From an optimization exercise on the open Yosys and OpenROAD flow, aimed at small area and a short achievable clock period; shortcuts taken in it are not production practice.
Where RTL was checked, it was by simulation tests only, not by an equivalence proof against the original.
Only the layout flow was run in run 2; the RTL was not checked for function there.
Power figures rest on the tool's default switching activity, not on a simulated workload.

**flow/config.mk**
```make
export PLATFORM = sky130hd
export DESIGN_NAME = rlwe_rec
export DESIGN_NICKNAME = rlwe_rec
export VERILOG_FILES = /design/flow/design.v
export SDC_FILE = /design/flow/constraint.sdc
export NUM_CORES = 4
export LEC_CHECK = 0
export CAP_MARGIN = 20
export CORE_MARGIN = 2
export CORE_UTILIZATION = 65
export CTS_BUF_LIST = sky130_fd_sc_hd__clkbuf_4
export PLACE_DENSITY = 0.75
export SLEW_MARGIN = 20
```
**flow/constraint.sdc**
```tcl
create_clock -name core_clock -period 15.0 [get_ports {clk}]
set_input_delay 3.0000 -clock core_clock [delete_from_list [all_inputs] [get_ports {clk}]]
set_output_delay 3.0000 -clock core_clock [all_outputs]
set_load 0.01 [all_outputs]
```
**flow/design.v**
```verilog
module rlwe_rec (
    input  wire         clk,
    input  wire         rst,         
    input  wire         in_valid,
    input  wire         in_mode,     
    input  wire [127:0] in_x,        
    input  wire         in_bit,      
    input  wire [7:0]   in_r,        
    output reg          out_valid,
    output reg  [7:0]   out_r,       
    output reg          out_key      
);
    integer j;
    function [3:0] kval;
        input [7:0] r;
        input integer jj;
        integer i;
        begin
            kval = 4'd0;
            for (i = 0; i < 16; i = i + 1)
                if ({(jj < 3) ? r[2*jj +: 2] : 2'd0, r[7:6]} == i)
                    kval = 2 * (i / 4) + (i % 4);
        end
    endfunction
    function [4:0] k3val;
        input [7:0] r;
        input integer jj;
        integer i;
        begin
            k3val = 5'd0;
            for (i = 0; i < 16; i = i + 1)
                if ({(jj < 3) ? r[2*jj +: 2] : 2'd0, r[7:6]} == i)
                    k3val = 3 * (2 * (i / 4) + (i % 4));
        end
    endfunction
    reg               s0_valid;
    reg               s0_mode;
    reg               s0_bit;
    reg        [7:0]  s0_r;
    reg signed [8:0]  s0_th  [0:3];
    reg        [8:0]  s0_xl  [0:3];
    reg        [3:0]  s0_ovf;
    reg        [3:0]  s0_neg;
    always @(posedge clk) begin
        if (rst)
            s0_valid <= 1'b0;
        else
            s0_valid <= in_valid;
        s0_mode <= in_mode;
        s0_bit  <= in_bit;
        s0_r    <= in_r;
        for (j = 0; j < 4; j = j + 1) begin
            s0_th[j]  <= $signed({in_x[32*j+31], in_x[32*j+9 +: 7]})
                         - $signed({4'd0, in_mode ? k3val(in_r, j) : 5'd0});
            s0_xl[j]  <= in_x[32*j +: 9];
            s0_ovf[j] <= ~((in_x[32*j+16 +: 16] == 16'h0000) |
                           (in_x[32*j+16 +: 16] == 16'hffff));
            s0_neg[j] <= in_x[32*j+31];
        end
    end
    wire        hr = ~s0_mode;             
    wire        bh = s0_bit & hr;          
    wire        g   [0:3];                 
    wire [5:0]  yo  [0:3];                 
    wire [5:0]  qo  [0:3];                 
    wire        big [0:3];
    wire [2:0]  v0  [0:3];
    wire [1:0]  v1  [0:3];
    genvar gi;
    generate
        for (gi = 0; gi < 4; gi = gi + 1) begin : co
            rlwe_coef u_coef (
                .th(s0_th[gi]), .xl(s0_xl[gi]), .ovf(s0_ovf[gi]), .neg(s0_neg[gi]),
                .hr(hr), .bh(bh), .k(kval(s0_r, gi)),
                .g(g[gi]), .yo(yo[gi]), .qo(qo[gi]), .big(big[gi]),
                .v0(v0[gi]), .v1(v1[gi])
            );
        end
    endgenerate
    reg         s1_valid;
    reg         s1_mode;
    reg         s1_bh;
    reg         s1_fail;                   
    reg  [8:0]  s1_u   [0:3];              
    reg  [5:0]  s1_yo  [0:3];
    reg  [5:0]  s1_qo  [0:3];
    reg  [3:0]  s1_g;
    reg  [7:0]  s1_h0;                     
    reg  [7:0]  s1_h1;                     
    always @(posedge clk) begin
        if (rst)
            s1_valid <= 1'b0;
        else
            s1_valid <= s0_valid;
        s1_mode <= s0_mode;
        s1_bh   <= bh;
        s1_fail <= |s0_ovf | big[0] | big[1] | big[2] | big[3];
        for (j = 0; j < 4; j = j + 1) begin
            s1_u[j]  <= s0_xl[j] ^ {9{g[j]}};
            s1_yo[j] <= yo[j];
            s1_qo[j] <= qo[j];
            s1_g[j]  <= g[j];
        end
        s1_h0 <= {v0[3][0], 1'b0, v0[2][1:0] - v0[3][1:0], v0[1][1:0] - v0[3][1:0], v0[0][1:0] - v0[3][1:0]};
        s1_h1 <= {v1[3][0], 1'b1, v1[2] - v1[3], v1[1] - v1[3], v1[0] - v1[3]};
    end
    reg  [21:0] S;
    reg         cs1, cs2, cs3, cs4, cs5, cs6, cs7, cs8, cs9, cs10, cs11, cs12;
    reg         cs13, cs14, cs15, cs16, cs17, cs18, cs19, cs20, cs21, cs22, cs23, cs24;
    reg         cs25, cs26, cs27, cs28, cs29, cs30, cs31, cs32, cs33, cs34, cs35, cs36;
    reg         cs37, cs38, cs39, cs40, cs41, cs42, cs43, cs44, cs45, cs46, cs47, cs48;
    reg         cs49, cs50, cs51, cs52, cs53, cs54, cs55, cs56, cs57, cs58, cs59, cs60;
    reg         cs61, cs62, cs63, cs64, cs65, cs66, cs67, cs68, cs69, cs70, cs71, cs72;
    reg         cs73, cs74, cs75, cs76, cs77, cs78, cs79, cs80, cs81, cs82, cs83, cs84;
    reg         cs85, cs86, cs87, cs88, cs89, cs90, cs91, cs92, cs93, cs94, cs95, cs96;
    reg         cs97, cs98, cs99, cs100, cs101, cs102, cs103, cs104, cs105, cs106, cs107, cs108;
    reg         cs109, cs110, cs111, cs112, cs113, cs114, cs115, cs116, cs117, cs118, cs119, cs120;
    reg         cs121, cs122, cs123, cs124, cs125, cs126, cs127, cs128, cs129, cs130, cs131, cs132;
    reg         cs133, cs134, cs135, cs136, cs137, cs138, cs139, cs140, cs141, cs142, cs143, cs144;
    reg         cs145, cs146, cs147, cs148, cs149, cs150, cs151, cs152, cs153, cs154, cs155, cs156;
    reg         cs157, cs158, cs159, cs160, cs161, cs162, cs163, cs164, cs165, cs166, cs167, cs168;
    reg         cs169, cs170, cs171, cs172, cs173, cs174, cs175, cs176, cs177, cs178, cs179, cs180;
    reg         cs181, cs182, cs183, cs184, cs185, cs186, cs187, cs188, cs189, cs190, cs191, cs192;
    reg         cs193, cs194, cs195, cs196;
    reg  [21:0] ra, rb;
    wire [3:0]  gb = s1_g & {4{s1_bh}};
    reg  [21:0] K;
    reg         ok;
    always @(*) begin
        if (~s1_mode)
            K = s1_bh ? 22'd1548146 : 22'd1548162;   
        else
            K = 22'd1474427;                         
        cs1 = s1_u[0][0] ^ s1_qo[0][3] ^ gb[0];
        cs2 = (s1_u[0][0] & s1_qo[0][3]) | (s1_u[0][0] & gb[0]) | (s1_qo[0][3] & gb[0]);
        cs3 = s1_u[1][0] ^ s1_qo[1][3] ^ gb[1];
        cs4 = (s1_u[1][0] & s1_qo[1][3]) | (s1_u[1][0] & gb[1]) | (s1_qo[1][3] & gb[1]);
        cs5 = s1_u[0][1] ^ s1_qo[0][4] ^ s1_u[1][1];
        cs6 = (s1_u[0][1] & s1_qo[0][4]) | (s1_u[0][1] & s1_u[1][1]) | (s1_qo[0][4] & s1_u[1][1]);
        cs7 = s1_u[0][2] ^ s1_qo[0][5];
        cs8 = s1_u[0][2] & s1_qo[0][5];
        cs9 = s1_g[0] ^ s1_qo[0][0] ^ s1_g[1];
        cs10 = (s1_g[0] & s1_qo[0][0]) | (s1_g[0] & s1_g[1]) | (s1_qo[0][0] & s1_g[1]);
        cs11 = s1_qo[1][0] ^ s1_g[2];
        cs12 = s1_qo[1][0] & s1_g[2];
        cs13 = s1_g[0] ^ s1_qo[0][1] ^ s1_g[1];
        cs14 = (s1_g[0] & s1_qo[0][1]) | (s1_g[0] & s1_g[1]) | (s1_qo[0][1] & s1_g[1]);
        cs15 = s1_qo[1][1] ^ s1_g[2] ^ s1_qo[2][1];
        cs16 = (s1_qo[1][1] & s1_g[2]) | (s1_qo[1][1] & s1_qo[2][1]) | (s1_g[2] & s1_qo[2][1]);
        cs17 = s1_g[3] ^ s1_qo[3][1];
        cs18 = s1_g[3] & s1_qo[3][1];
        cs19 = s1_g[0] ^ s1_qo[0][2] ^ s1_g[1];
        cs20 = (s1_g[0] & s1_qo[0][2]) | (s1_g[0] & s1_g[1]) | (s1_qo[0][2] & s1_g[1]);
        cs21 = s1_qo[1][2] ^ s1_g[2] ^ s1_qo[2][2];
        cs22 = (s1_qo[1][2] & s1_g[2]) | (s1_qo[1][2] & s1_qo[2][2]) | (s1_g[2] & s1_qo[2][2]);
        cs23 = s1_g[3] ^ s1_qo[3][2] ^ K[2];
        cs24 = (s1_g[3] & s1_qo[3][2]) | (s1_g[3] & K[2]) | (s1_qo[3][2] & K[2]);
        cs25 = cs1 ^ cs3 ^ s1_u[2][0];
        cs26 = (cs1 & cs3) | (cs1 & s1_u[2][0]) | (cs3 & s1_u[2][0]);
        cs27 = s1_qo[2][3] ^ gb[2] ^ s1_u[3][0];
        cs28 = (s1_qo[2][3] & gb[2]) | (s1_qo[2][3] & s1_u[3][0]) | (gb[2] & s1_u[3][0]);
        cs29 = s1_qo[3][3] ^ gb[3] ^ K[3];
        cs30 = (s1_qo[3][3] & gb[3]) | (s1_qo[3][3] & K[3]) | (gb[3] & K[3]);
        cs31 = cs2 ^ cs4 ^ cs5;
        cs32 = (cs2 & cs4) | (cs2 & cs5) | (cs4 & cs5);
        cs33 = s1_qo[1][4] ^ s1_u[2][1] ^ s1_qo[2][4];
        cs34 = (s1_qo[1][4] & s1_u[2][1]) | (s1_qo[1][4] & s1_qo[2][4]) | (s1_u[2][1] & s1_qo[2][4]);
        cs35 = s1_u[3][1] ^ s1_qo[3][4] ^ K[4];
        cs36 = (s1_u[3][1] & s1_qo[3][4]) | (s1_u[3][1] & K[4]) | (s1_qo[3][4] & K[4]);
        cs37 = cs6 ^ cs7 ^ s1_u[1][2];
        cs38 = (cs6 & cs7) | (cs6 & s1_u[1][2]) | (cs7 & s1_u[1][2]);
        cs39 = s1_qo[1][5] ^ s1_u[2][2] ^ s1_qo[2][5];
        cs40 = (s1_qo[1][5] & s1_u[2][2]) | (s1_qo[1][5] & s1_qo[2][5]) | (s1_u[2][2] & s1_qo[2][5]);
        cs41 = s1_u[3][2] ^ s1_qo[3][5] ^ K[5];
        cs42 = (s1_u[3][2] & s1_qo[3][5]) | (s1_u[3][2] & K[5]) | (s1_qo[3][5] & K[5]);
        cs43 = cs8 ^ s1_u[0][3] ^ s1_u[1][3];
        cs44 = (cs8 & s1_u[0][3]) | (cs8 & s1_u[1][3]) | (s1_u[0][3] & s1_u[1][3]);
        cs45 = s1_u[2][3] ^ s1_u[3][3];
        cs46 = s1_u[2][3] & s1_u[3][3];
        cs47 = s1_u[0][4] ^ s1_u[1][4];
        cs48 = s1_u[0][4] & s1_u[1][4];
        cs49 = cs9 ^ cs11 ^ s1_qo[2][0];
        cs50 = (cs9 & cs11) | (cs9 & s1_qo[2][0]) | (cs11 & s1_qo[2][0]);
        cs51 = cs10 ^ cs12 ^ cs13;
        cs52 = (cs10 & cs12) | (cs10 & cs13) | (cs12 & cs13);
        cs53 = cs15 ^ cs17;
        cs54 = cs15 & cs17;
        cs55 = cs14 ^ cs16 ^ cs18;
        cs56 = (cs14 & cs16) | (cs14 & cs18) | (cs16 & cs18);
        cs57 = cs19 ^ cs21 ^ cs23;
        cs58 = (cs19 & cs21) | (cs19 & cs23) | (cs21 & cs23);
        cs59 = cs20 ^ cs22 ^ cs24;
        cs60 = (cs20 & cs22) | (cs20 & cs24) | (cs22 & cs24);
        cs61 = cs25 ^ cs27 ^ cs29;
        cs62 = (cs25 & cs27) | (cs25 & cs29) | (cs27 & cs29);
        cs63 = cs26 ^ cs28 ^ cs30;
        cs64 = (cs26 & cs28) | (cs26 & cs30) | (cs28 & cs30);
        cs65 = cs31 ^ cs33 ^ cs35;
        cs66 = (cs31 & cs33) | (cs31 & cs35) | (cs33 & cs35);
        cs67 = cs32 ^ cs34 ^ cs36;
        cs68 = (cs32 & cs34) | (cs32 & cs36) | (cs34 & cs36);
        cs69 = cs37 ^ cs39 ^ cs41;
        cs70 = (cs37 & cs39) | (cs37 & cs41) | (cs39 & cs41);
        cs71 = cs38 ^ cs40 ^ cs42;
        cs72 = (cs38 & cs40) | (cs38 & cs42) | (cs40 & cs42);
        cs73 = cs43 ^ cs45 ^ K[6];
        cs74 = (cs43 & cs45) | (cs43 & K[6]) | (cs45 & K[6]);
        cs75 = cs44 ^ cs46 ^ cs47;
        cs76 = (cs44 & cs46) | (cs44 & cs47) | (cs46 & cs47);
        cs77 = s1_u[2][4] ^ s1_u[3][4] ^ K[7];
        cs78 = (s1_u[2][4] & s1_u[3][4]) | (s1_u[2][4] & K[7]) | (s1_u[3][4] & K[7]);
        cs79 = cs48 ^ s1_u[0][5] ^ s1_u[1][5];
        cs80 = (cs48 & s1_u[0][5]) | (cs48 & s1_u[1][5]) | (s1_u[0][5] & s1_u[1][5]);
        cs81 = s1_u[2][5] ^ s1_u[3][5] ^ K[8];
        cs82 = (s1_u[2][5] & s1_u[3][5]) | (s1_u[2][5] & K[8]) | (s1_u[3][5] & K[8]);
        cs83 = s1_u[0][6] ^ s1_u[1][6] ^ s1_u[2][6];
        cs84 = (s1_u[0][6] & s1_u[1][6]) | (s1_u[0][6] & s1_u[2][6]) | (s1_u[1][6] & s1_u[2][6]);
        cs85 = s1_u[3][6] ^ K[9];
        cs86 = s1_u[3][6] & K[9];
        cs87 = s1_u[0][7] ^ s1_u[1][7] ^ s1_u[2][7];
        cs88 = (s1_u[0][7] & s1_u[1][7]) | (s1_u[0][7] & s1_u[2][7]) | (s1_u[1][7] & s1_u[2][7]);
        cs89 = s1_u[3][7] ^ K[10];
        cs90 = s1_u[3][7] & K[10];
        cs91 = s1_u[0][8] ^ s1_u[1][8] ^ s1_u[2][8];
        cs92 = (s1_u[0][8] & s1_u[1][8]) | (s1_u[0][8] & s1_u[2][8]) | (s1_u[1][8] & s1_u[2][8]);
        cs93 = s1_u[3][8] ^ K[11];
        cs94 = s1_u[3][8] & K[11];
        cs95 = s1_yo[0][0] ^ s1_yo[1][0] ^ s1_yo[2][0];
        cs96 = (s1_yo[0][0] & s1_yo[1][0]) | (s1_yo[0][0] & s1_yo[2][0]) | (s1_yo[1][0] & s1_yo[2][0]);
        cs97 = s1_yo[3][0] ^ K[12];
        cs98 = s1_yo[3][0] & K[12];
        cs99 = s1_yo[0][1] ^ s1_yo[1][1] ^ s1_yo[2][1];
        cs100 = (s1_yo[0][1] & s1_yo[1][1]) | (s1_yo[0][1] & s1_yo[2][1]) | (s1_yo[1][1] & s1_yo[2][1]);
        cs101 = s1_yo[3][1] ^ K[13];
        cs102 = s1_yo[3][1] & K[13];
        cs103 = s1_yo[0][2] ^ s1_yo[1][2] ^ s1_yo[2][2];
        cs104 = (s1_yo[0][2] & s1_yo[1][2]) | (s1_yo[0][2] & s1_yo[2][2]) | (s1_yo[1][2] & s1_yo[2][2]);
        cs105 = s1_yo[3][2] ^ K[14];
        cs106 = s1_yo[3][2] & K[14];
        cs107 = s1_yo[0][3] ^ s1_yo[1][3] ^ s1_yo[2][3];
        cs108 = (s1_yo[0][3] & s1_yo[1][3]) | (s1_yo[0][3] & s1_yo[2][3]) | (s1_yo[1][3] & s1_yo[2][3]);
        cs109 = s1_yo[3][3] ^ K[15];
        cs110 = s1_yo[3][3] & K[15];
        cs111 = s1_yo[0][4] ^ s1_yo[1][4] ^ s1_yo[2][4];
        cs112 = (s1_yo[0][4] & s1_yo[1][4]) | (s1_yo[0][4] & s1_yo[2][4]) | (s1_yo[1][4] & s1_yo[2][4]);
        cs113 = s1_yo[3][4] ^ K[16];
        cs114 = s1_yo[3][4] & K[16];
        cs115 = s1_yo[0][5] ^ s1_yo[1][5] ^ s1_yo[2][5];
        cs116 = (s1_yo[0][5] & s1_yo[1][5]) | (s1_yo[0][5] & s1_yo[2][5]) | (s1_yo[1][5] & s1_yo[2][5]);
        cs117 = s1_yo[3][5] ^ K[17];
        cs118 = s1_yo[3][5] & K[17];
        cs119 = cs49 ^ s1_g[3];
        cs120 = cs49 & s1_g[3];
        cs121 = cs50 ^ cs51 ^ cs53;
        cs122 = (cs50 & cs51) | (cs50 & cs53) | (cs51 & cs53);
        cs123 = cs52 ^ cs54 ^ cs55;
        cs124 = (cs52 & cs54) | (cs52 & cs55) | (cs54 & cs55);
        cs125 = cs56 ^ cs58 ^ cs59;
        cs126 = (cs56 & cs58) | (cs56 & cs59) | (cs58 & cs59);
        cs127 = cs60 ^ cs62 ^ cs63;
        cs128 = (cs60 & cs62) | (cs60 & cs63) | (cs62 & cs63);
        cs129 = cs64 ^ cs66 ^ cs67;
        cs130 = (cs64 & cs66) | (cs64 & cs67) | (cs66 & cs67);
        cs131 = cs68 ^ cs70 ^ cs71;
        cs132 = (cs68 & cs70) | (cs68 & cs71) | (cs70 & cs71);
        cs133 = cs72 ^ cs74 ^ cs75;
        cs134 = (cs72 & cs74) | (cs72 & cs75) | (cs74 & cs75);
        cs135 = cs76 ^ cs78 ^ cs79;
        cs136 = (cs76 & cs78) | (cs76 & cs79) | (cs78 & cs79);
        cs137 = cs80 ^ cs82 ^ cs83;
        cs138 = (cs80 & cs82) | (cs80 & cs83) | (cs82 & cs83);
        cs139 = cs84 ^ cs86 ^ cs87;
        cs140 = (cs84 & cs86) | (cs84 & cs87) | (cs86 & cs87);
        cs141 = cs88 ^ cs90 ^ cs91;
        cs142 = (cs88 & cs90) | (cs88 & cs91) | (cs90 & cs91);
        cs143 = cs92 ^ cs94 ^ cs95;
        cs144 = (cs92 & cs94) | (cs92 & cs95) | (cs94 & cs95);
        cs145 = cs96 ^ cs98 ^ cs99;
        cs146 = (cs96 & cs98) | (cs96 & cs99) | (cs98 & cs99);
        cs147 = cs100 ^ cs102 ^ cs103;
        cs148 = (cs100 & cs102) | (cs100 & cs103) | (cs102 & cs103);
        cs149 = cs104 ^ cs106 ^ cs107;
        cs150 = (cs104 & cs106) | (cs104 & cs107) | (cs106 & cs107);
        cs151 = cs108 ^ cs110 ^ cs111;
        cs152 = (cs108 & cs110) | (cs108 & cs111) | (cs110 & cs111);
        cs153 = cs112 ^ cs114 ^ cs115;
        cs154 = (cs112 & cs114) | (cs112 & cs115) | (cs114 & cs115);
        cs155 = cs116 ^ cs118;
        cs156 = cs116 & cs118;
        cs157 = cs119 ^ s1_qo[3][0];
        cs158 = cs119 & s1_qo[3][0];
        cs159 = cs120 ^ cs121 ^ K[1];
        cs160 = (cs120 & cs121) | (cs120 & K[1]) | (cs121 & K[1]);
        cs161 = cs122 ^ cs123 ^ cs57;
        cs162 = (cs122 & cs123) | (cs122 & cs57) | (cs123 & cs57);
        cs163 = cs124 ^ cs125 ^ cs61;
        cs164 = (cs124 & cs125) | (cs124 & cs61) | (cs125 & cs61);
        cs165 = cs126 ^ cs127 ^ cs65;
        cs166 = (cs126 & cs127) | (cs126 & cs65) | (cs127 & cs65);
        cs167 = cs128 ^ cs129 ^ cs69;
        cs168 = (cs128 & cs129) | (cs128 & cs69) | (cs129 & cs69);
        cs169 = cs130 ^ cs131 ^ cs73;
        cs170 = (cs130 & cs131) | (cs130 & cs73) | (cs131 & cs73);
        cs171 = cs132 ^ cs133 ^ cs77;
        cs172 = (cs132 & cs133) | (cs132 & cs77) | (cs133 & cs77);
        cs173 = cs134 ^ cs135 ^ cs81;
        cs174 = (cs134 & cs135) | (cs134 & cs81) | (cs135 & cs81);
        cs175 = cs136 ^ cs137 ^ cs85;
        cs176 = (cs136 & cs137) | (cs136 & cs85) | (cs137 & cs85);
        cs177 = cs138 ^ cs139 ^ cs89;
        cs178 = (cs138 & cs139) | (cs138 & cs89) | (cs139 & cs89);
        cs179 = cs140 ^ cs141 ^ cs93;
        cs180 = (cs140 & cs141) | (cs140 & cs93) | (cs141 & cs93);
        cs181 = cs142 ^ cs143 ^ cs97;
        cs182 = (cs142 & cs143) | (cs142 & cs97) | (cs143 & cs97);
        cs183 = cs144 ^ cs145 ^ cs101;
        cs184 = (cs144 & cs145) | (cs144 & cs101) | (cs145 & cs101);
        cs185 = cs146 ^ cs147 ^ cs105;
        cs186 = (cs146 & cs147) | (cs146 & cs105) | (cs147 & cs105);
        cs187 = cs148 ^ cs149 ^ cs109;
        cs188 = (cs148 & cs149) | (cs148 & cs109) | (cs149 & cs109);
        cs189 = cs150 ^ cs151 ^ cs113;
        cs190 = (cs150 & cs151) | (cs150 & cs113) | (cs151 & cs113);
        cs191 = cs152 ^ cs153 ^ cs117;
        cs192 = (cs152 & cs153) | (cs152 & cs117) | (cs153 & cs117);
        cs193 = cs154 ^ cs155 ^ K[18];
        cs194 = (cs154 & cs155) | (cs154 & K[18]) | (cs155 & K[18]);
        cs195 = cs156 ^ K[19];
        cs196 = cs156 & K[19];
        ra = {K[21], cs196, cs194, cs192, cs190, cs188, cs186, cs184, cs182, cs180, cs178, cs176, cs174, cs172, cs170, cs168, cs166, cs164, cs162, cs160, cs158, cs157};
        rb = {1'b0, K[20], cs195, cs193, cs191, cs189, cs187, cs185, cs183, cs181, cs179, cs177, cs175, cs173, cs171, cs169, cs167, cs165, cs163, cs161, cs159, K[0]};
        S = ra + rb;
        ok = ~s1_fail & ~S[21];
    end
    always @(posedge clk) begin
        if (rst)
            out_valid <= 1'b0;
        else
            out_valid <= s1_valid;
        out_r   <= s1_mode ? 8'd0 : (ok ? s1_h0 : s1_h1);
        out_key <= s1_mode & ok;
    end
endmodule
module rlwe_coef (
    input  wire signed [8:0] th,       
    input  wire [8:0]        xl,
    input  wire              ovf,      
    input  wire              neg,      
    input  wire              hr,       
    input  wire              bh,       
    input  wire [3:0]        k,        
    output reg               g,
    output reg  [5:0]        yo,
    output reg  [5:0]        qo,
    output reg               big,
    output reg  [2:0]        v0,
    output reg  [1:0]        v1
);
    function lo_ge;
        input signed [6:0] v;
        input [8:0] xl;
        begin
            if (v <= 0)
                lo_ge = 1'b1;
            else if (v <= 8)
                lo_ge = xl != 9'd0;
            else if (v <= 16)
                lo_ge = xl[8:1] != 8'd0;
            else
                lo_ge = (xl[8:2] != 7'd0) | (xl[1:0] == 2'd3);
        end
    endfunction
    function gtc;
        input [8:0] a;
        input integer c;
        reg   [8:0] cb;
        reg         eq;
        integer     i;
        begin
            cb  = c;
            cb  = cb ^ 9'h100;
            gtc = 1'b0;
            eq  = 1'b1;
            for (i = 8; i >= 0; i = i - 1) begin
                if (cb[i]) begin
                    eq = eq & (a[i] ^ (i == 8));
                end else begin
                    gtc = gtc | (eq & (a[i] ^ (i == 8)));
                    eq  = eq & ~(a[i] ^ (i == 8));
                end
            end
        end
    endfunction
    function ge;
        input [8:0] th;
        input [8:0] xl;
        input [3:0] o;
        input integer c;
        reg   [8:0] c3;
        begin
            c3 = 3 * c;
            ge = gtc(th, 3 * c) | ((th == c3) & lo_ge(c + o, xl));
        end
    endfunction
    wire [4:0]       t    = th[4:0];
    wire             xz   = xl == 9'd0;               
    wire             xle1 = xl[8:1] == 8'd0;          
    wire             tneg = th[8];                    
    wire             thi  = gtc(th, 24);              
    reg        [3:0] m;        
    reg              mul3;     
    reg        [1:0] rho;      
    reg              lom;      
    reg        [3:0] rg;       
    reg signed [8:0] yc;       
    reg signed [1:0] s;
    reg signed [5:0] p;
    reg signed [8:0] thm, thp;  
    reg signed [8:0] e;
    reg        [8:0] ye;
    reg              gp, g0, gm;
    always @(*) begin
        thm  = th - 9'sd24;
        thp  = th + 9'sd24;
        big  = gtc(th, 48) | (hr ? ~gtc(th, -26) : ~gtc(th, -50));
        m[3] = t >= 5'd24;
        m[2] = (t >= 5'd12) & (t < 5'd24);
        m[1] = ((t >= 5'd6) & (t < 5'd12)) | ((t >= 5'd18) & (t < 5'd24));
        m[0] = ((t >= 5'd3) & (t < 5'd6)) | ((t >= 5'd9) & (t < 5'd12)) |
               ((t >= 5'd15) & (t < 5'd18)) | ((t >= 5'd21) & (t < 5'd24));
        mul3 = (t == 5'd0) | (t == 5'd3) | (t == 5'd6) | (t == 5'd9) | (t == 5'd12) |
               (t == 5'd15) | (t == 5'd18) | (t == 5'd21) | (t == 5'd24);
        rho[1] = (t == 5'd2) | (t == 5'd5) | (t == 5'd8) | (t == 5'd11) |
                 (t == 5'd14) | (t == 5'd17) | (t == 5'd20) | (t == 5'd23);
        rho[0] = ~mul3 & ~rho[1];
        if (bh)
            lom = (t >= 5'd15) ? ~xle1 : ~xz;
        else
            lom = (t < 5'd3) | ~xz;
        if (~m[0])
            yc = (mul3 & ~lom) ? -9'sd1 : {7'd0, rho};
        else
            yc = (mul3 & ~lom) ? 9'sd3 : 9'sd2 - {7'd0, rho};
        if (hr) begin
            if (tneg)
                rg = 4'd0;
            else if (thi)
                rg = 4'd9;
            else
                rg = m + {3'd0, ~mul3 | lom};
            g  = ~rg[0];
            p  = {1'b0, rg[3:1], 1'b0};
            e  = tneg ? th : thi ? thm : yc;       
            v0 = rg[3:1];
            if (rg == 4'd0)
                v1 = 2'd0;
            else if (rg >= 4'd7)
                v1 = 2'd3;
            else
                v1 = rg[2:1] - {1'b0, ~rg[0]};
        end else begin
            if (ge(th, xl, k, 4))
                s = 2'sd1;
            else if (ge(th, xl, k, -4))
                s = 2'sd0;
            else
                s = -2'sd1;
            gp = ~ge(th, xl, k, 8);
            g0 = ~ge(th, xl, k, 0);
            gm = ~ge(th, xl, k, -8);
            g  = (s == 2'sd1) ? gp : (s == 2'sd0) ? g0 : gm;
            p  = $signed({2'd0, k}) + $signed({s, 3'd0});
            e  = (s == 2'sd1) ? thm : (s == 2'sd0) ? th : thp;
            v0 = 3'd0;
            v1 = 2'd0;
        end
        if (ovf) begin
            v0 = neg ? 3'd0 : 3'd4;
            v1 = neg ? 2'd0 : 2'd3;
        end
        ye  = (hr & ~tneg & ~thi) ? yc : e ^ {9{g}};
        yo  = {~ye[5], ye[4:0]};
        qo  = {~(p[5] ^ ~g), p[4:0] ^ {5{~g}}};
    end
endmodule
```
**flow/flow/run.sh**
```bash
#!/bin/bash
set -e
export BUFFER_PORTS_ARGS="-buffer_cell sky130_fd_sc_hd__buf_1"
export SETUP_SLACK_MARGIN=10.75
export CTS_ARGS="-sink_clustering_enable -repair_clock_nets -buf_list sky130_fd_sc_hd__clkbuf_4 -dont_use_dummy_load -sink_clustering_size 8 -sink_clustering_max_diameter 50"
echo "BUFFER_PORTS_ARGS=$BUFFER_PORTS_ARGS" > run.log
echo "SETUP_SLACK_MARGIN=$SETUP_SLACK_MARGIN" >> run.log
bash standard.sh > standard.log 2>&1
echo "standard.sh finished" >> run.log
```
**flow/standard.sh**
```bash
#!/bin/bash
# synth_recipe.tcl (not shown) runs the flow's synth.tcl, then flattens the netlist and writes it again
# the make line also repeats each setting of config.mk as NAME=value (left out here)
make -C /OpenROAD-flow-scripts/flow DESIGN_CONFIG=/design/flow/config.mk WORK_HOME=/design/flow/orfs CLKGATE_MAP_FILE= SYNTH_SCRIPT=/design/flow/synth_recipe.tcl "${@:-finish}"
```
==> impl_results.md, run 1 <==
- Outcome: no timing/DRC/antenna violations
- Critical Path Sink Type: flip-flop
- Layout fillers: 1740
- TritonCTS clock tree: yes
- Num Clock Sinks: between 200 and 250
- R2R cell count: 16
- Initial antenna violation count: 1
- Area leader, netlist: dfxtp_1
- Post-synth EDFFs: 0
- Slew Viols, Final: 0
- Number of buffers created by CTS: 35
- Cells after Synth: 1674
- Input/output buffers: 150
- Starting Density: 66.1%
- All-Layer GR Usage: 32.8%
- Root Buffer: clkbuf_4
- Max Cap Violations: 0
- Largest net degree at the start of global routing: 51
- Drt first pass iters: 5
- Final net count: roughly 2200
- Max Buffers Root-to-Sink: 3
- Pleak: 0.00682 uW
- Post-Syn Nets: 2011
- Final setup viols: 0
- CP arrival: between 5000 and 6000 ps
- Die H: 156 um
- Sequential fraction of the synthesis area: between 20% and 30%
- Worst Setup Slack, final: between 10000 and 15000 ps
- Residual DRC: 0
- Worst vdd ir: 0.311 mV
- Critical path fanouts, max: 5
- Global-route wire length before repair: 62.9 mm
- Core Util, Final: 73.3%
- Worst skew pair latency: about 640 ps
- Die area: 24200 sq um
- Cell area after technology mapping: 15000 sq um
- Synth Area in Adders: about a fifth
- Final ANT Viol Nets: 0
- Clock Skew: 68.6 ps
- Gp weighted congestion: 0.971
- Max Freq: ~220 MHz
- Dpl hpwl: 30.2 mm
- WL per Instance: 18.9 um
- Worst hold path endpoint: out_valid
- Rows: 55
- Most frequent cell after synthesis: dfxtp_1
- Post-Syn Area per Cell: roughly 8.9 sq um
- Main combinational cell family by area after synthesis: adder cells
- Minimum clock period: 4610 ps
- Hold_sp: s1_valid
- Post-Synth XOR/XNOR Area: ~8.4%
- Crit Path Class: input pin to flip-flop
- H-tree depth: 2
- Layout cells sized above 1: about an eighth
- Reg-to-Reg Start: s1_bh
- Main area contributors after synthesis: dfxtp_1, fa_1, ha_1
- Hold Fails Final Rpt: 0
- Main synth FF type: dfxtp_1
- R2R setup slack: around 10000 ps
- Critical Path Start Type: input pin
- Worst-case headroom to the max-slew limit: between 30% and 40%
- Synth Area in Simple Gates: 16.8%
- Yosys top cell area share: 27.7%
- Min-Delay Path Class: flip-flop to flip-flop
- Area Overhead vs Synth: 10.9%
- Share of async-settable or async-resettable flops after synthesis: 0%
- Fin crit share: 30.7%
- Synth Area in Compound Gates: between 15 and 20%
- TNS Setup: 0 ps
- Synth cell types: ~100
- Vias in the first global route: 12125
- Total wire length: between 30 and 40 mm
- Reg-to-Reg End: out_r[5]
- # IOs: ~150
- Number of DRC markers in iteration 0: 1121
- Yosys warning count: 12
- Place WS: a little over 9000 ps
- Worst path required time: 15550 ps
- Synth cell count leaders: dfxtp_1, inv_1, ha_1
- Mux cell area share after synthesis: 1.86%
- Unrepaired setup endpoints after global routing: true
- Via count: 12736
- Vias per cell: 6.06
- Die Wd: 156 um
- Hold path depth: 1
- Power Dens Cells: roughly 170 nW/um^2
- Worst slew pin tran: 1010 ps
- Worst-path clk slew: 90 ps
- Core area: 22600 sq um
- #FFs+latches synth: between 200 and 250
- Global route overflow: 0
logic make-up (layout without fill, tap and decap cells):
group / Yosys count / count (layout)
buffers and inverters: 259 / 401
adder cells (fa/ha/maj): 196 / 196
XOR/XNOR: 142 / 142
AO/OA/AOI/OAI: 381 / 381
AND/OR/NAND/NOR: 463 / 463
other: 0 / 1
multiplexers: 26 / 26
flip-flops: 207 / 207
state kept, by name, summed over array words and instances, names as in the netlist, 4 cells and up:
signal / flops
out_r: 8
s0_neg: 4
s0_ovf: 4
s0_r: 8
s0_th: 36
s0_xl: 36
s1_g: 4
s1_h0: 7
s1_h1: 7
s1_qo: 24
s1_u: 36
s1_yo: 24
per-stage QoR:
stage	std cells	hold WS (ps)	cell area (sq um)	power [uW]
finish	2102	423	16600	2760
CTS	2094	417	16400	2660
floorplan	1674	329	15100	1950
global route	2102	430	16600	3040
detailed placement	2030	428	15600	2330
global placement	2029	424	15600	2270
metal layers:
layer	vias to the layer above	track usage [%]	wire length (um)
met5	-	0	0
met4	0	12.3	1530
met3	99	5.75	2760
met2	493	53.5	18300
met1	6011	43.9	17100
li1	6133	-	-
timing repair:
action / in CTS / in global routing
pin swaps: 30 / 23
hold buffers: 0 / 0
setup endpoints to repair: 58 / 37
setup buffers: 29 / 7
gates resized for setup: 66 / 48
where the power goes:
| part | internal [uW] | switching (uW) | leakage [uW] |
|---|---|---|---|
| logic | 814 | 889 | 0.00492 |
| registers | 639 | 117 | 0.00174 |
| clock network | 108 | 190 | 0.000161 |
layout by cell type (no fill, tap or decap), types with 24 or more instances in the layout:
master    netlist  routed
dfxtp_1       207     191
inv_1         168     161
buf_1           5     147
ha_1          117     106
xnor2_1       101     101
nand2_1        95      94
nor2_1         89      87
a21oi_1        86      80
fa_1           79      69
o21ai_0        75      64
xor2_1         40      39
clkbuf_4        0      35
nor4_1         35      33
nand2b_1       32      31
buf_4           4      31
nor3_1         34      29
nand4_1        29      29
nor2b_1        28      26
nand3_1        24      24
area by class of cell:
type                       count  area (sq um)  area share (%)
multi-input combinational   1208         10100            61.0
inverter                     171           666            4.01
tap                          285           357            2.15
sequential                   207          4180            25.2
timing repair buffer         195          1000            6.04
clock buffer                  35           263            1.58
antenna                        1          2.50          0.0151
worst max-delay path by stage:
| stage | startpoint | endpoint | slack (ps) | cells past startpoint |
|---|---|---|---|---|
| floorplan | in_r[6] | s0_th[0][6] | 9910 | 13 |
| global placement | in_r[6] | s0_th[0][6] | 9240 | 12 |
| detailed placement | in_r[6] | s0_th[0][6] | 9190 | 12 |
| CTS | s1_bh | out_r[5] | 10330 | 16 |
| global route | s1_u[0][1] | out_r[5] | 10240 | 17 |
| finish | in_r[6] | s0_th[0][6] | 10390 | 14 |
worst max-delay path: stages:
cell and delay (ps):
buf_12 120, inv_12 50, ha_4 190, buf_6 130, nor3_4 40, a21oi_2 150
o22ai_2 90, a311o_1 320, ha_4 230, nor2b_1 130, o21ai_1 140, nand2b_1 100
a211o_1 290, xnor2_1 170
==> run 2, diff against run 1 <==
--- a/flow/design.v
+++ b/flow/design.v
@@ -88,4 +88,5 @@
     reg  [7:0]  s1_h0;                     
     reg  [7:0]  s1_h1;                     
+    reg  [21:0] s1_k;                      
     always @(posedge clk) begin
         if (rst)
@@ -96,4 +97,8 @@
         s1_bh   <= bh;
         s1_fail <= |s0_ovf | big[0] | big[1] | big[2] | big[3];
+        if (hr)
+            s1_k <= bh ? 22'd1548146 : 22'd1548162;   
+        else
+            s1_k <= 22'd1474427;                      
         for (j = 0; j < 4; j = j + 1) begin
             s1_u[j]  <= s0_xl[j] ^ {9{g[j]}};
@@ -128,8 +133,5 @@
     reg         ok;
     always @(*) begin
-        if (~s1_mode)
-            K = s1_bh ? 22'd1548146 : 22'd1548162;   
-        else
-            K = 22'd1474427;                         
+        K = s1_k;
         cs1 = s1_u[0][0] ^ s1_qo[0][3] ^ gb[0];
         cs2 = (s1_u[0][0] & s1_qo[0][3]) | (s1_u[0][0] & gb[0]) | (s1_qo[0][3] & gb[0]);
==> flow/flow/run.sh (replaced) <==
#!/bin/bash
set -e
export BUFFER_PORTS_ARGS="-buffer_cell sky130_fd_sc_hd__buf_1"
export SETUP_SLACK_MARGIN=10.75
echo "BUFFER_PORTS_ARGS=$BUFFER_PORTS_ARGS" > run.log
echo "SETUP_SLACK_MARGIN=$SETUP_SLACK_MARGIN" >> run.log
bash standard.sh > standard.log 2>&1
echo "standard.sh finished" >> run.log
==> impl_results.md, run 2 <==
- Number of DRC markers in iteration 0: 1261 (was 1121)
- Int Power: 1680 uW (was 1560 uW)
- Worst skew pair latency: 700 ps (was 640 ps)
- TritonCTS clock tree: yes (unchanged)
- Clock share of power: 18.0% (was 10.8%)
- Layout Cell Area excl Fill: 16900 sq um (was 16600 sq um)
- Input/output buffers: 150 (unchanged)
- Residual DRC: 0 (unchanged)
- Fin crit share: 31.2% (was 30.7%)
- Max Cap Violations: 0 (unchanged)
- Number of buffers created by CTS: 55 (was 35)
- Critical Path Start Type: flip-flop (was input pin)
- #FFs+latches synth: 211 (was 207)
- Switching Fraction: 41.8% (was 43.4%)
- Crit Path Class: flip-flop to flip-flop (was input pin to flip-flop)
- Most common cell after layout, fill and taps aside: dfxtp_1 (unchanged)
- Yosys warning count: 12 (unchanged)
- Switch Pwr: 1200 uW (about the same)
- Cells after Synth: 1682 (was 1674)
- Yosys top cell area share: 28.6% (was 27.7%)
- Post-placement cell area: 15500 sq um (was 15600 sq um)
- Power Dens Cells: 170 nW/um^2 (was 166 nW/um^2)
- Root Buffer: clkbuf_4 (unchanged)
- Pleak: 0.00714 uW (was 0.00682 uW)
- Minimum clock period: 4680 ps (was 4610 ps)
- Global-route wire length before repair: 64.1 mm (was 62.9 mm)
- All-Layer GR Usage: 33.6% (was 32.8%)
- Core Util, Final: 75.2% (was 73.3%)
- Initial antenna violation count: 1 (unchanged)
- Die Wd: 155 um (was 156 um)
- Global route overflow: 0 (unchanged)
- Hold Fails Final Rpt: 0 (unchanged)
- Worst-path clk slew: 60 ps (was 90 ps)
- Layout cells sized above 1: 12.6% (was 11.8%)
- H-tree depth: 2 (unchanged)
- Share of async-settable or async-resettable flops after synthesis: 0% (unchanged)
- Sequential fraction of the synthesis area: 28.6% (was 27.7%)
- Unrepaired setup endpoints after global routing: true (unchanged)
- Die area: 24000 sq um (was 24200 sq um)
- Most frequent cells in the layout: dfxtp_1, inv_1, buf_1, nor2_1, ha_1 (was dfxtp_1, inv_1, buf_1, ha_1, xnor2_1)
- Via count: 13130 (was 12736)
- Hold buffers post-CTS: 0 (unchanged)
- Min-Delay Path Class: flip-flop to flip-flop (unchanged)
- Synth cell count leaders: dfxtp_1, inv_1, ha_1 (unchanged)
- Drt first pass iters: 6 (was 5)
- Post-Syn Area per Cell: 8.78 sq um (was 8.94 sq um)
- Largest net degree at the start of global routing: 46 (was 51)
- Biggest regs: s0_th x36, s0_xl x36, s1_u x36 (unchanged)
- Core area: 22500 sq um (was 22600 sq um)
- Clock Skew: 30.8 ps (was 68.6 ps)
- Starting Density: 65.7% (was 66.1%)
- Slew Viols, Final: 0 (unchanged)
- Die H: 155 um (was 156 um)
- CP arrival: 5230 ps (was 5160 ps)
- Vias in the first global route: 12585 (was 12125)
- Main synth FF type: dfxtp_1 (unchanged)
- Dpl hpwl: 30.4 mm (was 30.2 mm)
- Area leader, netlist: dfxtp_1 (unchanged)
- Final ANT Viol Nets: 0 (unchanged)
- WL per Instance: 18.8 um (was 18.9 um)
- Cell area after technology mapping: 14800 sq um (was 15000 sq um)
- # IOs: 151 (unchanged)
- TNS Setup: 0 ps (unchanged)
- Main area contributors after synthesis: dfxtp_1, fa_1, ha_1 (unchanged)
- Area Overhead vs Synth: 14.5% (was 10.9%)
- Most frequent cell after synthesis: dfxtp_1 (unchanged)
- Critical Path Sink Type: flip-flop (unchanged)
- Final net count: 2184 (was 2155)
- Post-Syn Nets: 2019 (was 2011)
- Rows: 55 (unchanged)
- Worst slew pin tran: 892 ps (was 1010 ps)
- Worst path required time: 15550 ps (about the same)
- Final setup viols: 0 (unchanged)
- Synth cell types: 86 (was 101)
- Critical path fanouts, max: 9 (was 5)
- Max Freq: 214 MHz (was 217 MHz)
- Vias per cell: 6.04 (was 6.06)
- Gp weighted congestion: 0.995 (was 0.971)
- Outcome: no timing/DRC/antenna violations (unchanged)
- Gate power share: 55.5% (was 61.8%)
- Num Clock Sinks: 211 (was 207)
- Worst vdd ir: 0.197 mV (was 0.311 mV)
- Max Buffers Root-to-Sink: 3 (unchanged)
- Layout fillers: 1684 (was 1740)
- Total wire length: 40.8 mm (was 39.7 mm)
- Register share of total power: 26.5% (was 27.4%)
- Post-synth EDFFs: 0 (unchanged)
- Worst-case headroom to the max-slew limit: 40.5% (was 32.7%)
run 2: cell types whose count changed in the layout (fill, tap and decap cells not counted), sizes merged, moves of 7 or more:
cell    delta
xnor2      -9
nor3       +9
nand2b     -9
clkinv    +25
clkbuf    +35
nand2      +7
nor2b      -9
nor2      +23
a21o       +8
a211oi    -10
run 2: power by group through the flow:
| stage | sequential, uW | combinational, uW | clock (uW) |
|---|---|---|---|
| floorplan | 693 | 1260 | 0 |
| global placement | 768 | 1490 | 0 |
| detailed placement | 770 | 1550 | 0 |
| CTS | 760 | 1570 | 531 |
| global route | 775 | 1810 | 563 |
| finish | 764 | 1600 | 520 |
run 2: cell families after synthesis:
kind of cell             after synthesis  share of synthesized area, %
AO/OA/AOI/OAI                        374                          17.0
XOR/XNOR                             137                          8.12
adder cells (fa/ha/maj)              196                          20.6
buffers and inverters                260                          6.95
flip-flops                           211                          28.6
multiplexers                          28                          2.08
AND/OR/NAND/NOR                      476                          16.7
run 2: final timing paths:
check	slack (ps)	cells past startpoint	to	startpoint
worst max-delay path	10320	16	out_r[1]	s1_g[0]
worst min-delay path	440	1	s1_u[3][5]	s0_xl[3][5]
worst max register to register	10320	16	out_r[1]	s1_g[0]
worst min register to register	440	1	s1_u[3][5]	s0_xl[3][5]
run 2: final cells by class:
type                       count  area [sq um]  area share (%)
timing repair buffer         196          1020            6.03
clock inverter                29           204            1.21
sequential                   211          4260            25.2
inverter                     172           666            3.93
multi-input combinational   1211          9890            58.4
tap                          285           357            2.11
antenna                        1          2.50          0.0148
clock buffer                  70           526            3.11
run 2: worst max-delay path: stages, from the launching register on:
cell and delay [ps]:
dfxtp_2 350, and2_4 160, fa_1 390, fa_1 560, fa_1 450, inv_1 100, fa_1 420, inv_1 90
fa_1 450, ha_4 240, a2111oi_4 270, o21a_1 170, o211ai_1 180, a41oi_4 220, buf_12 170, mux2i_2 240
nor2_1 70
run 2: repair_timing:
| action | CTS | global route |
|---|---|---|
| buffers inserted | 26 | 11 |
| endpoints found under the setup margin | 61 | 37 |
| gates cloned | 0 | 0 |
| resized for setup | 58 | 52 |
| pin swaps | 18 | 21 |
run 2: metrics by stage:
stage	instances	hold WS, ps	total power [uW]	setup slack (ps)
after floorplan	1682	343	1950	9850
after global placement	2037	420	2260	9250
after detailed placement	2037	435	2320	9160
after CTS	2162	444	2870	10340
after global routing	2175	454	3140	10180
final	2175	442	2880	10320
run 2: metal layers:
layer / part of all wire, % / up-vias / wire length, um / track usage, %
met2: 47 / 588 / 19200 / 56.2
li1: - / 6227 / - / -
met1: 42 / 6216 / 17300 / 44.6
met4: 3.8 / 0 / 1530 / 12.3
met3: 6.9 / 99 / 2830 / 4.65
met5: 0 / - / 0 / 0
==> run 3, diff against run 2 <==
--- a/flow/design.v
+++ b/flow/design.v
@@ -88,5 +88,4 @@
     reg  [7:0]  s1_h0;                     
     reg  [7:0]  s1_h1;                     
-    reg  [21:0] s1_k;                      
     always @(posedge clk) begin
         if (rst)
@@ -97,8 +96,4 @@
         s1_bh   <= bh;
         s1_fail <= |s0_ovf | big[0] | big[1] | big[2] | big[3];
-        if (hr)
-            s1_k <= bh ? 22'd1548146 : 22'd1548162;   
-        else
-            s1_k <= 22'd1474427;                      
         for (j = 0; j < 4; j = j + 1) begin
             s1_u[j]  <= s0_xl[j] ^ {9{g[j]}};
@@ -133,5 +128,8 @@
     reg         ok;
     always @(*) begin
-        K = s1_k;
+        if (~s1_mode)
+            K = s1_bh ? 22'd1548146 : 22'd1548162;   
+        else
+            K = 22'd1474427;                         
         cs1 = s1_u[0][0] ^ s1_qo[0][3] ^ gb[0];
         cs2 = (s1_u[0][0] & s1_qo[0][3]) | (s1_u[0][0] & gb[0]) | (s1_qo[0][3] & gb[0]);
--- a/flow/flow/run.sh
+++ b/flow/flow/run.sh
@@ -3,4 +3,5 @@
 export BUFFER_PORTS_ARGS="-buffer_cell sky130_fd_sc_hd__buf_1"
 export SETUP_SLACK_MARGIN=10.75
+export CTS_ARGS="-sink_clustering_enable -repair_clock_nets -buf_list sky130_fd_sc_hd__clkbuf_8 -dont_use_dummy_load -sink_clustering_size 16 -sink_clustering_max_diameter 60"
 echo "BUFFER_PORTS_ARGS=$BUFFER_PORTS_ARGS" > run.log
 echo "SETUP_SLACK_MARGIN=$SETUP_SLACK_MARGIN" >> run.log
--- a/flow/config.mk
+++ b/flow/config.mk
@@ -9,5 +9,5 @@
 export CORE_MARGIN = 2
 export CORE_UTILIZATION = 65
-export CTS_BUF_LIST = sky130_fd_sc_hd__clkbuf_4
+export CTS_BUF_LIST = sky130_fd_sc_hd__clkbuf_8
 export PLACE_DENSITY = 0.75
 export SLEW_MARGIN = 20
==> impl_results.md, run 3 <==
- WL per Instance: 18.8 um (about the same)
- Gate power share: 61.8% (was 55.5%)
- Number of buffers created by CTS: 20 (was 55)
- Starting Density: 66.1% (was 65.7%)
- Met1 global-route usage: 43.8% (was 44.6%)
- Clock share of power: 10.8% (was 18.0%)
- Critical path fanouts, max: 7 (was 9)
- Die H: 156 um (was 155 um)
- Unrepaired setup endpoints after global routing: true (unchanged)
- Worst-case headroom to the max-slew limit: 33.1% (was 40.5%)
- Max Cap Violations: 0 (unchanged)
- Core area: 22600 sq um (was 22500 sq um)
- Num Clock Sinks: 207 (was 211)
- Residual DRC: 0 (unchanged)
- Ant. Diodes: 0 (was 1)
- Post-Syn Area per Cell: 8.94 sq um (was 8.78 sq um)
- Crit Path Class: input pin to flip-flop (was flip-flop to flip-flop)
- #FFs+latches synth: 207 (was 211)
- Switch Pwr: 1190 uW (was 1200 uW)
- Worst skew pair latency: 550 ps (was 700 ps)
- Crit-path cells: buf_12 > inv_12 > ha_4 > buf_6 > nor2_4 > a21oi_2 > mux2i_1 > nand2_1 > ha_1 > nor2b_1 > o21ai_1 > nand2b_1 > a21o_1 > nand2_1 > nand2_1 > xnor2_1 (was and2_4 > fa_1 > fa_1 > fa_1 > inv_1 > fa_1 > inv_1 > fa_1 > ha_4 > a2111oi_4 > o21a_1 > o211ai_1 > a41oi_4 > buf_12 > mux2i_2 > nor2_1)
- Main area contributors after synthesis: dfxtp_1, fa_1, ha_1 (unchanged)
- Input/output buffers: 150 (unchanged)
- Register area: 4180 sq um (was 4260 sq um)
- Register share of total power: 27.4% (was 26.5%)
- Initial antenna violation count: 0 (was 1)
- Int Power: 1570 uW (was 1680 uW)
- Hold buffers post-CTS: 0 (unchanged)
- Yosys top cell area share: 27.7% (was 28.6%)
- Critical path's slowest cell: ha_1 (was fa_1)
- Dpl hpwl: 30.2 mm (was 30.4 mm)
- Minimum clock period: 4680 ps (about the same)
- Power Dens Cells: 166 nW/um^2 (was 170 nW/um^2)
- Die Wd: 156 um (was 155 um)
- Post-synth EDFFs: 0 (unchanged)
- Via count: 12647 (was 13130)
- Drt first pass iters: 5 (was 6)
- Biggest regs: s0_th x36, s0_xl x36, s1_u x36 (unchanged)
- GRT Max-Usage Layer: met2 (unchanged)
- Max Freq: 214 MHz (about the same)
- All-Layer GR Usage: 32.3% (was 33.6%)
- Slowest stage delay, CP: 250 ps (was 560 ps)
- TNS Setup: 0 ps (unchanged)
- Sequential fraction of the synthesis area: 27.7% (was 28.6%)
- Clock Skew: 56.6 ps (was 30.8 ps)
- Most frequent cells in the layout: dfxtp_1, inv_1, buf_1, ha_1, xnor2_1 (was dfxtp_1, inv_1, buf_1, nor2_1, ha_1)
- Hold path depth: 2 (was 1)
- Fin crit share: 31.2% (about the same)
- Pleak: 0.00684 uW (was 0.00714 uW)
- Most common cell after layout, fill and taps aside: dfxtp_1 (unchanged)
- Global-route wire length before repair: 62.2 mm (was 64.1 mm)
- Worst vdd ir: 0.320 mV (was 0.197 mV)
- Hold Fails Final Rpt: 0 (unchanged)
- Largest net degree at the start of global routing: 51 (was 46)
- TritonCTS clock tree: yes (unchanged)
- Synth cell types: 101 (was 86)
- Met3 Use GR: 5.00% (was 4.65%)
- Worst path required time: 15410 ps (was 15550 ps)
- Die area: 24200 sq um (was 24000 sq um)
- # IOs: 151 (unchanged)
- H-tree depth: 1 (was 2)
- Worst-path clk slew: 80 ps (was 60 ps)
- Slew Viols, Final: 0 (unchanged)
- Final ANT Viol Nets: 0 (unchanged)
- Worst slew pin tran: 1000 ps (was 892 ps)
- Min-Delay Path Class: flip-flop to flip-flop (unchanged)
- Total wire length: 39.2 mm (was 40.8 mm)
- Cells after Synth: 1674 (was 1682)
- Vias in the first global route: 11972 (was 12585)
- Final net count: 2145 (was 2184)
- Final setup viols: 0 (unchanged)
- Power after layout: 2760 uW (was 2880 uW)
- Critical Path Sink Type: flip-flop (unchanged)
- Switching Fraction: 43.0% (was 41.8%)
- Area Overhead vs Synth: 11.2% (was 14.5%)
- Cell area after technology mapping: 15000 sq um (was 14800 sq um)
- Share of async-settable or async-resettable flops after synthesis: 0% (unchanged)
- Main synth FF type: dfxtp_1 (unchanged)
- Synth cell count leaders: dfxtp_1, inv_1, ha_1 (unchanged)
- Gp weighted congestion: 0.971 (was 0.995)
- Layout fillers: 1712 (was 1684)
- Max Buffers Root-to-Sink: 3 (unchanged)
- Number of DRC markers in iteration 0: 1098 (was 1261)
- Rows: 55 (unchanged)
- Yosys warning count: 12 (unchanged)
- Layout cells sized above 1: 11.7% (was 12.6%)
- Most frequent cell after synthesis: dfxtp_1 (unchanged)
- CP arrival: 5080 ps (was 5230 ps)
- Critical Path Start Type: input pin (was flip-flop)
- R2R cell count: 16 (unchanged)
- Area leader, netlist: dfxtp_1 (unchanged)
- Outcome: no timing/DRC/antenna violations (unchanged)
- Post-Syn Nets: 2011 (was 2019)
- Multi-input gate area: 10100 sq um (was 9890 sq um)
- Root Buffer: clkbuf_8 (was clkbuf_4)
- Most frequent CP cell: nand2_1 (was fa_1)
- Global route overflow: 0 (unchanged)
- Vias per cell: 6.05 (was 6.04)
- Met2 Use GR: 53.1% (was 56.2%)
[run 3: cell types whose count changed in the layout (fill, tap and decap cells not counted), moves of 10 or more]
cell and change:
nor2_1 -25, inv_2 +10, clkinv_1 -18, inv_1 -11, clkbuf_8 +20, nor3_1 -13
clkbuf_4 -69
[run 3: repair_timing]
| action | 4_1_cts | 5_1_grt |
|---|---|---|
| setup endpoints to repair | 59 | 38 |
| setup buffers | 26 | 14 |
| cloned | 0 | 1 |
| gates resized for setup | 61 | 55 |
| pin swaps | 32 | 29 |
[run 3: power by group through the flow]
stage          Combinational [uW]  Clock, uW  Sequential [uW]
2_1_floorplan                1260          0              688
3_3_place_gp                 1510          0              762
3_5_place_dp                 1570          0              764
4_1_cts                      1600        304              753
5_1_grt                      1950        327              768
6_report                     1710        297              756
[run 3: through the flow]
| step | instances | cell area, sq um | utilization (%) | hold WS [ps] | setup slack [ps] |
|---|---|---|---|---|---|
| floorplan | 1674 | 15100 | - | 329 | 9910 |
| global placement | 2029 | 15600 | 68.9 | 424 | 9240 |
| detailed placement | 2030 | 15600 | 68.9 | 428 | 9190 |
| CTS | 2076 | 16300 | 72.1 | 436 | 10320 |
| global route | 2091 | 16600 | 73.5 | 453 | 10230 |
| finish | 2091 | 16600 | 73.5 | 429 | 10320 |
[run 3: kinds of logic after synthesis]
family	count (synthesis)	synth area share [%]
simple gates	463	16.8
compound gates	381	17.8
buf+inv	259	7.10
flops	207	27.7
fa+ha+maj	196	20.4
xor+xnor	142	8.36
mux	26	1.86
[run 3: final timing paths]
kind | from | to | slack (ps)
max | in_r[6] | s0_th[1][7] | 10320
min | s1_h1[2] | out_r[2] | 430
max reg2reg | s1_bh | out_key | 10400
min reg2reg | s1_h1[2] | out_r[2] | 430
[run 3: final cells by class]
| type | count | share of cell area, % |
|---|---|---|
| tap | 285 | 2.14 |
| timing repair buffer | 200 | 6.36 |
| sequential | 207 | 25.1 |
| clock buffer | 20 | 1.65 |
| multi-input combinational | 1208 | 60.7 |
| inverter | 171 | 4.00 |
[run 3: critical path, delay by kind of cell]
kind | cells | cell delay (ps)
xor+xnor | 1 | 130
simple gates | 6 | 610
mux | 1 | 100
fa+ha+maj | 2 | 460
compound gates | 3 | 450
buf+inv | 3 | 320
[run 3: routing by layer]
layer | share of wire, % | vias up
met3 | 7.4 | 78
met1 | 43 | 5985
met4 | 3.6 | 0
li1 | - | 6101
met5 | 0 | -
met2 | 46 | 483
==> run 4, diff against run 3 <==
==> flow/flow/run.sh (replaced) <==
#!/bin/bash
set -e
export BUFFER_PORTS_ARGS="-buffer_cell sky130_fd_sc_hd__buf_1"
export SETUP_SLACK_MARGIN=10.75
export CTS_ARGS="-sink_clustering_enable -repair_clock_nets -buf_list sky130_fd_sc_hd__clkbuf_4 -dont_use_dummy_load"
{
  echo "BUFFER_PORTS_ARGS=$BUFFER_PORTS_ARGS"
  echo "SETUP_SLACK_MARGIN=$SETUP_SLACK_MARGIN"
  echo "CTS_ARGS=$CTS_ARGS"
} > run.log
bash standard.sh > standard.log 2>&1
echo "standard.sh finished" >> run.log
--- a/flow/config.mk
+++ b/flow/config.mk
@@ -9,5 +9,5 @@
 export CORE_MARGIN = 2
 export CORE_UTILIZATION = 65
-export CTS_BUF_LIST = sky130_fd_sc_hd__clkbuf_8
+export CTS_BUF_LIST = sky130_fd_sc_hd__clkbuf_4
 export PLACE_DENSITY = 0.75
 export SLEW_MARGIN = 20
==> impl_results.md, run 4 <==
- Crit Path Class: flip-flop to flip-flop (was input pin to flip-flop)
- Rows: 55 (unchanged)
- Vias in the first global route: 12303 (was 11972)
- Global route overflow: 0 (unchanged)
- Layout Cell Area excl Fill: 16700 sq um (was 16600 sq um)
- Final setup viols: 0 (unchanged)
- Post-synth EDFFs: 0 (unchanged)
- Root Buffer: clkbuf_4 (was clkbuf_8)
- Die area: 24200 sq um (unchanged)
- Final net count: 2173 (was 2145)
- Die H: 156 um (unchanged)
- Worst-case headroom to the max-slew limit: 30.1% (was 33.1%)
- Yosys warning count: 12 (unchanged)
- Main area contributors after synthesis: dfxtp_1, fa_1, ha_1 (unchanged)
- Residual DRC: 0 (unchanged)
- Number of DRC markers in iteration 0: 1189 (was 1098)
- Critical Path Sink Type: flip-flop (unchanged)
- Placed cell count: 2030 (unchanged)
- Area leader, netlist: dfxtp_1 (unchanged)
- Max Buffers Root-to-Sink: 3 (unchanged)
- Global-route wire length before repair: 62.8 mm (was 62.2 mm)
- Post-placement cell area: 15600 sq um (unchanged)
- Biggest regs: s0_th x36, s0_xl x36, s1_u x36 (unchanged)
- TNS Setup: 0 ps (unchanged)
- Dpl hpwl: 30.2 mm (unchanged)
- Max Cap Violations: 0 (unchanged)
- Most frequent cell after synthesis: dfxtp_1 (unchanged)
- WL per Instance: 18.7 um (was 18.8 um)
- Slew Viols, Final: 0 (unchanged)
- Num Clock Sinks: 207 (unchanged)
- Min-Delay Path Class: flip-flop to flip-flop (unchanged)
- Hold Fails Final Rpt: 0 (unchanged)
- Fin crit share: 31.1% (was 31.2%)
- CP arrival: 5150 ps (was 5080 ps)
- Multi-input gate area: 10100 sq um (about the same)
- Most common cell after layout, fill and taps aside: dfxtp_1 (unchanged)
- Core area: 22600 sq um (unchanged)
- Sequential fraction of the synthesis area: 27.7% (unchanged)
- Die Wd: 156 um (unchanged)
- Outcome: no timing/DRC/antenna violations (unchanged)
- Register area: 4180 sq um (about the same)
- Hold_sp: s0_valid (was s1_h1[2])
- Worst hold slack: 441 ps (was 429 ps)
- Synth cell count leaders: dfxtp_1, inv_1, ha_1 (unchanged)
- Worst-path clk slew: 60 ps (was 80 ps)
- Layout Cells excl Fill: 2120 (was 2091)
- Worst hold path endpoint: s1_valid (was out_r[2])
- Critical path fanouts, max: 5 (was 7)
- Most frequent cells in the layout: dfxtp_1, inv_1, buf_1, ha_1, xnor2_1 (unchanged)
- R2R setup slack: 10340 ps (was 10400 ps)
- Layout cells sized above 1: 12.6% (was 11.7%)
- Number of buffers created by CTS: 54 (was 20)
- Pleak: 0.00690 uW (was 0.00684 uW)
- Main synth FF type: dfxtp_1 (unchanged)
- Via count: 12802 (was 12647)
- Gp weighted congestion: 0.971 (unchanged)
- Power Dens Cells: 171 nW/um^2 (was 166 nW/um^2)
- Worst vdd ir: 0.334 mV (was 0.320 mV)
- Reg-to-Reg Start: s1_g[0] (was s1_bh)
- Worst path required time: 15490 ps (was 15410 ps)
- Minimum clock period: 4660 ps (was 4680 ps)
- H-tree depth: 2 (was 1)
- Core Util, Final: 73.7% (was 73.5%)
- Unrepaired setup endpoints after global routing: true (unchanged)
- TritonCTS clock tree: yes (unchanged)
- Share of async-settable or async-resettable flops after synthesis: 0% (unchanged)
- Synth cell types: 101 (unchanged)
- R2R cell count: 16 (unchanged)
- #FFs+latches synth: 207 (unchanged)
- Worst skew pair latency: 700 ps (was 550 ps)
- Yosys top cell area share: 27.7% (unchanged)
- Hold path depth: 1 (was 2)
- Final ANT Viol Nets: 0 (unchanged)
- Layout fillers: 1723 (was 1712)
- Area Overhead vs Synth: 11.5% (was 11.2%)
- Drt first pass iters: 5 (unchanged)
- Initial antenna violation count: 1 (was 0)
- Post-Syn Area per Cell: 8.94 sq um (unchanged)
- Cells after Synth: 1674 (unchanged)
- Starting Density: 66.1% (unchanged)
- Largest net degree at the start of global routing: 51 (unchanged)
- Input/output buffers: 150 (unchanged)
- # IOs: 151 (unchanged)
- Critical Path Start Type: flip-flop (was input pin)
- Total wire length: 39.6 mm (was 39.2 mm)
- Reg-to-Reg End: out_r[4] (was out_key)
- Hold buffers post-CTS: 0 (unchanged)
- Post-Syn Nets: 2011 (unchanged)
- Worst slew pin tran: 1050 ps (was 1000 ps)
- Cell area after technology mapping: 15000 sq um (unchanged)
- Clock Skew: 104 ps (was 56.6 ps)
- Vias per cell: 6.04 (was 6.05)
- Max Freq: 215 MHz (was 214 MHz)
- All-Layer GR Usage: 32.7% (was 32.3%)
run 4: cell counts after synthesis:
Identical to the previous run, type by type.
run 4: cells by family after synthesis:
kind of cell	synth area share (%)
AND/OR/NAND/NOR	16.8
buffers and inverters	7.10
flip-flops	27.7
AO/OA/AOI/OAI	17.8
XOR/XNOR	8.36
adder cells (fa/ha/maj)	20.4
multiplexers	1.86
run 4: metrics by stage:
| stage | setup slack [ps] | total power [uW] |
|---|---|---|
| after floorplan | 9910 | 1950 |
| after global routing | 10190 | 3160 |
| after detailed placement | 9190 | 2330 |
| final | 10340 | 2850 |
| after CTS | 10290 | 2720 |
| after global placement | 9240 | 2270 |
run 4: final cells by class:
type / instances / share of cell area (%)
timing repair buffer: 194 / 5.98
tap: 285 / 2.14
clock buffer: 54 / 2.43
sequential: 207 / 25.0
multi-input combinational: 1208 / 60.4
inverter: 171 / 3.97
antenna: 1 / 0.0150
run 4: per-layer routing:
metal,global-route usage [%],share of wire (%)
met1,43.6,43
met2,53.5,47
met3,5.50,7.1
met4,12.5,3.5
met5,0,0
run 4: what timing repair did:
| item | CTS | global route |
|---|---|---|
| pin swaps | 32 | 30 |
| gates cloned | 0 | 1 |
| hold endpoints to repair | 0 | 0 |
| gates resized for setup | 59 | 46 |
| setup endpoints to repair | 46 | 35 |
| buffers inserted | 25 | 9 |
run 4: worst max path at each step:
stage                           from           to  slack, ps  cells after the start
after floorplan              in_r[6]  s0_th[0][6]       9910                     13
after global placement       in_r[6]  s0_th[0][6]       9240                     12
after detailed placement     in_r[6]  s0_th[0][6]       9190                     12
after CTS                 s1_u[0][1]     out_r[5]      10290                     17
after global routing      s1_u[0][1]     out_r[4]      10190                     17
final                        s1_g[0]     out_r[4]      10340                     16
run 4: where the power goes:
part	switching, uW	internal, uW
registers	119	640
clock network	201	162
logic	900	829
total	1220	1630
run 4: critical path, cell delays in order (launching register included):
cell and delay [ps]:
dfxtp_2 330, and2_1 160, fa_1 480, inv_1 50
fa_2 340, fa_2 520, inv_1 50, fa_2 520
fa_2 450, ha_4 180, a2111oi_4 320, o21a_1 160
o211ai_1 210, a41oi_4 300, buf_12 170, mux2i_1 210
nor2_1 80

[what the ideal ports hide]
The flow's constraints put no driver on any port. The routed layouts listed below were extracted and timed again, unchanged, in two steps.
Step 1, drivers: a clkbuf_16 drives clk and a buf_2 each remaining input, both assumed.
Step 2 adds t to the input delays and takes it off the output delays; t is the mean of the earliest and latest rising clock arrival at the registers after step 1. Input paths then give back, and output paths get back, about the clock's delay inside the block.
a / b / c = ideal ports / drivers / drivers and shift; a / b = the first two.
run | shift t [ns] | slack for setup (ns) | worst hold slack (ns) | clock arrival spread, ns | pins driven straight from the clock port
run 1 | 0.647 | 10.391 / 10.383 / 9.736 | 0.423 / 0.423 / 0.423 | 0.073 / 0.074 | 1
run 2 | 0.730 | 10.319 / 10.319 / 9.590 | 0.442 / 0.442 / 0.442 | 0.032 / 0.031 | 1
run 3 | 0.560 | 10.324 / 10.312 / 9.751 | 0.429 / 0.429 / 0.429 | 0.057 / 0.057 | 1
run 4 | 0.688 | 10.341 / 10.341 / 9.713 | 0.441 / 0.441 / 0.441 | 0.104 / 0.104 | 1
After both steps every run listed still meets setup and hold. The setup slack of run 2, which loses most, moves by 0.000 ns with the drivers and by -0.729 ns with both steps.
